Context: an optimization exercise on an open-source flow, tuned for small area. The choices shown serve that exercise and are no tape-out recipe. The RTL was checked by simulation tests, not by an equivalence proof against the original design. No activity file was given, so power comes from the tool's default toggle rates.

job 7799:
==> flow/design.v (excerpt) <==
module adb_device (
    input  wire        clk,
    input  wire        rst_n,           
    input  wire        adb_in,          
    output wire        adb_drive_low,   
    input  wire        key_valid,       
    input  wire [7:0]  key_data,
    input  wire        mouse_valid,     
    input  wire [15:0] mouse_dx,
    input  wire [15:0] mouse_dy,
    input  wire        mouse_button,
    output reg  [7:0]  ctr_poll,
    output reg  [7:0]  ctr_talk_resp,
    output reg  [7:0]  ctr_bus_err,
    output reg  [7:0]  ctr_key_drop,
    output reg  [3:0]  last_bus_error
);
    localparam P_IDLE      = 4'd0;
    localparam P_WAIT_FALL = 4'd1;
    localparam P_ATTN      = 4'd2;
    localparam P_SYNC      = 4'd3;
    localparam P_CMD_LOW   = 4'd4;
    localparam P_CMD_HIGH  = 4'd5;
    localparam P_STOP      = 4'd6;
    localparam P_TALK      = 4'd7;
    localparam P_LWAIT     = 4'd9;
    localparam P_LRX_LOW   = 4'd10;
    localparam P_LRX_HIGH  = 4'd11;
    localparam P_LSTOP     = 4'd12;
    localparam D_NONE  = 2'd0;
    localparam D_KB_R2 = 2'd1;
    localparam D_KB_R3 = 2'd2;
    localparam D_MS_R3 = 2'd3;
    localparam D_POP1  = 2'd1;      
    localparam D_POP2  = 2'd2;      
    reg [3:0]  phase;
    reg        lastv;       
    reg [11:0] run;         
    reg [6:0]  offs;        
    reg [4:0]  nbits;       
    reg [15:0] shreg;       
    reg        srq;
    reg [1:0]  dest;
    reg [3:0]  kb_address;
    reg [7:0]  kb_handler;
    reg [15:0] kb_register2;
    reg [7:0]  slot [0:33];  
    reg [5:0]  wp;          
    reg [5:0]  rp;          
    reg [5:0]  last;        
    reg [3:0]  ms_address;
    reg [7:0]  ms_handler;
    reg [31:0] ms_accum_dx;
    reg [31:0] ms_accum_dy;
    reg        ms_button_pressed;
    reg        ms_button_changed;
    wire v  = adb_in;
    wire rs = !rst_n;
    function [31:0] add32;
        input [31:0] a;
        input [31:0] b;
        input        cin;
        reg          c;
        integer      k;
        begin
            c = cin;
            for (k = 0; k < 32; k = k + 1) begin
                add32[k] = a[k] ^ b[k] ^ c;
                c        = (a[k] & b[k]) | (c & (a[k] ^ b[k]));
            end
        end
    endfunction
    function [31:0] inc32;
        input [31:0] a;
        input        cin;
        reg          c;
  ...
For scale: roughly 480 flip-flops.
export LEC_CHECK = 0
export CAP_MARGIN = 20
export CORE_MARGIN = 2
export CORE_UTILIZATION = 60
export SLEW_MARGIN = 20
create_clock -name core_clock -period 20.0 [get_ports {clk}]
standard.sh (not shown) runs the stock make flow with config.mk's settings and CLKGATE_MAP_FILE= SYNTH_SCRIPT=/design/flow/synth_recipe.tcl, a recipe that flattens the netlist after the stock synthesis.
==> flow/flow/run.sh <==
#!/bin/bash
# The standard layout (standard.sh) with these changes:
#  - synthesis: synth_recipe.tcl unchanged, except that ABC maps the logic
#    with an area-oriented script (flow/abc_area.script: AIG rewriting by
#    deepsyn for 60 s, then area-only standard-cell mapping) in place of the
#    speed script; registers are mapped before ABC and are not touched;
#  - ports are buffered with the smallest buffer (buf_1);
#  - the clock tree uses clkbuf_4 cells driving clusters of at most 10
#    flip-flops, and no dummy loads.
# The flow's full output goes to standard.log in this folder.
set -e
here=$PWD
{
  head -n 1 synth_recipe.tcl
  cat <<EOF
proc abc {args} {
  set i [lsearch \$args -script]
  if {\$i >= 0} { lset args [expr {\$i + 1}] $here/flow/abc_area.script }
  yosys abc {*}\$args
}
EOF
  tail -n +2 synth_recipe.tcl
} > synth_area.tcl
export BUFFER_PORTS_ARGS="-buffer_cell sky130_fd_sc_hd__buf_1"
export CTS_ARGS="-sink_clustering_enable -repair_clock_nets -dont_use_dummy_load -buf_list sky130_fd_sc_hd__clkbuf_4 -sink_clustering_size 10 -sink_clustering_max_diameter 50 -sink_buffer_max_cap_derate 1.0"
bash standard.sh SYNTH_SCRIPT=$here/synth_area.tcl finish > standard.log 2>&1
==> flow/flow/abc_area.script <==
strash
&get -n
&deepsyn -T 60
&put
dch -f
amap -F 4 -A 8
topo
dnsize -c
Job 7799 did not stop at any stage, and its layout met the timing, DRC and antenna checks.
[inputs] job 4242 vs job 7799
-- flow/flow/run.sh --
<<< job 7799, line 25
export CTS_ARGS="-sink_clustering_enable -repair_clock_nets -dont_use_dummy_load -buf_list sky130_fd_sc_hd__clkbuf_4 -sink_clustering_size 10 -sink_clustering_max_diameter 50 -sink_buffer_max_cap_derate 1.0"
>>> job 4242, line 25
export CTS_ARGS="-sink_clustering_enable -repair_clock_nets -dont_use_dummy_load -buf_list sky130_fd_sc_hd__clkbuf_4 -sink_clustering_size 10 -sink_clustering_max_diameter 40 -sink_buffer_max_cap_derate 0.7"
- Looking at clock tree buffer count of the final layout, job 4242 sits about 3.6% higher than job 7799 does.
- Going from job 7799 to job 4242, post-layout total power rose by 0.39%; wire length now sits at about the same level; detailed route wirelength on metal2 moved up; clock tree cell share of total cell area barely changed.
- Job 7799 -> job 4242: cell depth of the worst hold path delta 0, exact match
- The average wire length per cell after detail routing on job 4242 is in line with that on job 7799.
- Job 7799 and job 4242 ended up with nearly the same achievable clock frequency.
diff inputs: job 4242 => job 3049
-- flow/flow/run.sh --
<<< job 4242, line 8
#  - the clock tree uses clkbuf_4 cells driving clusters of at most 10
>>> job 3049, line 8
#  - the clock tree uses clkbuf_4 cells driving clusters of at most 9
<<< job 4242, line 25
export CTS_ARGS="-sink_clustering_enable -repair_clock_nets -dont_use_dummy_load -buf_list sky130_fd_sc_hd__clkbuf_4 -sink_clustering_size 10 -sink_clustering_max_diameter 40 -sink_buffer_max_cap_derate 0.7"
>>> job 3049, line 25
export CTS_ARGS="-sink_clustering_enable -repair_clock_nets -dont_use_dummy_load -buf_list sky130_fd_sc_hd__clkbuf_4 -sink_clustering_size 9 -sink_clustering_max_diameter 50 -sink_buffer_max_cap_derate 1.0"
Results
There was hardly any difference in total routing resource utilization after global routing between job 4242 and job 3049.
Global-route track usage on met2 essentially unchanged between job 4242 and job 3049.
Job 3049 vs. job 4242: routed via count went down; static power due to leakage did not really move; worst-case hold slack went down.
Between job 3049 and job 4242, the difference in final total power is negligible.
[compare] base=job 4242 new=job 3049: sequential share of cell area about even, layout net count about even.
Final cell count: job 3049 vs job 4242 — no meaningful difference
Setup changes, job 3049 to job 2969
Settings: a change of CORE_UTILIZATION from 60 to 70.
-- flow/flow/run.sh --
<<< job 3049, line 8
#  - the clock tree uses clkbuf_4 cells driving clusters of at most 9
>>> job 2969, line 8
#  - the clock tree uses clkbuf_4 cells driving clusters of at most 8
<<< job 3049, line 25
export CTS_ARGS="-sink_clustering_enable -repair_clock_nets -dont_use_dummy_load -buf_list sky130_fd_sc_hd__clkbuf_4 -sink_clustering_size 9 -sink_clustering_max_diameter 50 -sink_buffer_max_cap_derate 1.0"
>>> job 2969, line 25
export CTS_ARGS="-sink_clustering_enable -repair_clock_nets -dont_use_dummy_load -buf_list sky130_fd_sc_hd__clkbuf_4 -sink_clustering_size 8 -sink_clustering_max_diameter 50 -sink_buffer_max_cap_derate 1.0"
### Flow results
[diff] shortest clock period the worst path allows after layout, job 2969 relative to job 3049: improvement
Global-route wire length before repair (lower): job 3049
Post-route worst setup slack: job 3049 and job 2969 compared, lower one is job 3049
Going from job 3049 to job 2969, the die area was shrunk.
Taking job 2969 as 1.0, job 3049 lands at 1.08 on floorplan die height.
Power consumption up about 2.4% in job 2969 wrt job 3049
diff inputs: job 2969 => job 3983
Settings: CORE_UTILIZATION changed from 70 to 60.
Compared with job 2969, job 3983 shows a higher post-layout minimum cycle time.
Lower via count of the first global-routing pass goes to job 3983 over job 2969.
In the flow results for job 3983 and job 2969, the via count is larger on job 2969.
Both conditions hold for job 2969: the flow ran to the end and the final layout passed the timing, DRC and antenna checks.
No stage failed in job 3983, and the final checks on the layout all came back clean.
Diff job 2969 -> job 3983: final worst-path setup slack fell 77 ps, die footprint went up by 16%, switching power total lost about 2%.
Relative to job 3983, the following input files were edited for job 7816:
-- flow/flow/run.sh --
<<< job 3983, line 4
#    with an area-oriented script (flow/abc_area.script: AIG rewriting by
#    deepsyn for 60 s, then area-only standard-cell mapping) in place of the
>>> job 7816, line 4
#    with an area-oriented script (flow/abc_area.script) in place of the
<<< job 3983, line 8
#  - the clock tree uses clkbuf_4 cells driving clusters of at most 8
>>> job 7816, line 7
#  - the clock tree uses clkbuf_8 cells driving clusters of at most 12
<<< job 3983, line 25
export CTS_ARGS="-sink_clustering_enable -repair_clock_nets -dont_use_dummy_load -buf_list sky130_fd_sc_hd__clkbuf_4 -sink_clustering_size 8 -sink_clustering_max_diameter 50 -sink_buffer_max_cap_derate 1.0"
>>> job 7816, line 24
export CTS_ARGS="-sink_clustering_enable -repair_clock_nets -dont_use_dummy_load -buf_list sky130_fd_sc_hd__clkbuf_8 -sink_clustering_size 12 -sink_clustering_max_diameter 50 -sink_buffer_max_cap_derate 1.0"
==> flow/flow/abc_area.script <==
strash
dch -f
amap -F 4 -A 8
topo
dnsize -c
==> comparison <==
Diff job 3983 -> job 7816: met2 routed wirelength higher; routed via count shows an increase of 610; number of logic stages on the critical path including buffering shows no meaningful change; maximum frequency lost 1.5%; worst setup slack went down.
Job 7816 vs. job 3983: all-layer global routing usage grew by 0.86 points; sequential power shows no meaningful change; total power saw an increase.
Job 7816 vs job 3983: global-route wire length before repair up
Job 7816 finished every step from synthesis to the final layout, and the layout passed the timing, DRC and antenna checks.
Comparing job 7816 and job 3983, the lower initial standard-cell utilization of the core is on job 7816.

what the ideal ports hide:
In the flow no input, the clock included, has a driving cell. The finished layouts below were timed again as built, in two steps. Step 1 (the two cells are an assumption about what drives the block):
set clk [get_ports {clk}]
set_driving_cell -lib_cell sky130_fd_sc_hd__clkbuf_16 $clk
set_driving_cell -lib_cell sky130_fd_sc_hd__buf_2 [delete_from_list [all_inputs] $clk]
Step 2 adds t to the input delays and takes it off the output delays; t is the mean of the earliest and latest rising clock arrival at the registers after step 1. Input paths then give back, and output paths get back, about the clock's delay inside the block. Three values: no drivers, after step 1, after step 2; two values: the first two.
| run | t (ns) | setup slack, ns | latest minus earliest clock arrival (ns) | worst register clock-pin slew, ns | pins driven straight from the clock port |
|---|---|---|---|---|---|
| job 7799 | 0.758 | 2.684 / 2.691 / 1.933 | 0.155 / 0.155 | 0.12 / 0.12 | 1 |
| job 4242 | 0.776 | 2.683 / 2.695 / 1.919 | 0.163 / 0.162 | 0.11 / 0.11 | 1 |
| job 3049 | 0.786 | 2.660 / 2.667 / 1.881 | 0.167 / 0.166 | 0.12 / 0.12 | 1 |
| job 2969 | 0.736 | 2.731 / 2.745 / 2.009 | 0.113 / 0.113 | 0.10 / 0.10 | 1 |
| job 3983 | 0.739 | 2.654 / 2.666 / 1.927 | 0.090 / 0.090 | 0.11 / 0.11 | 1 |
| job 7816 | 0.622 | 2.382 / 2.393 / 1.771 | 0.082 / 0.082 | 0.08 / 0.08 | 1 |
After both steps every run listed still meets setup and hold. The setup slack of job 3049, which loses most, moves by +0.007 ns with the drivers and by -0.779 ns with both steps.
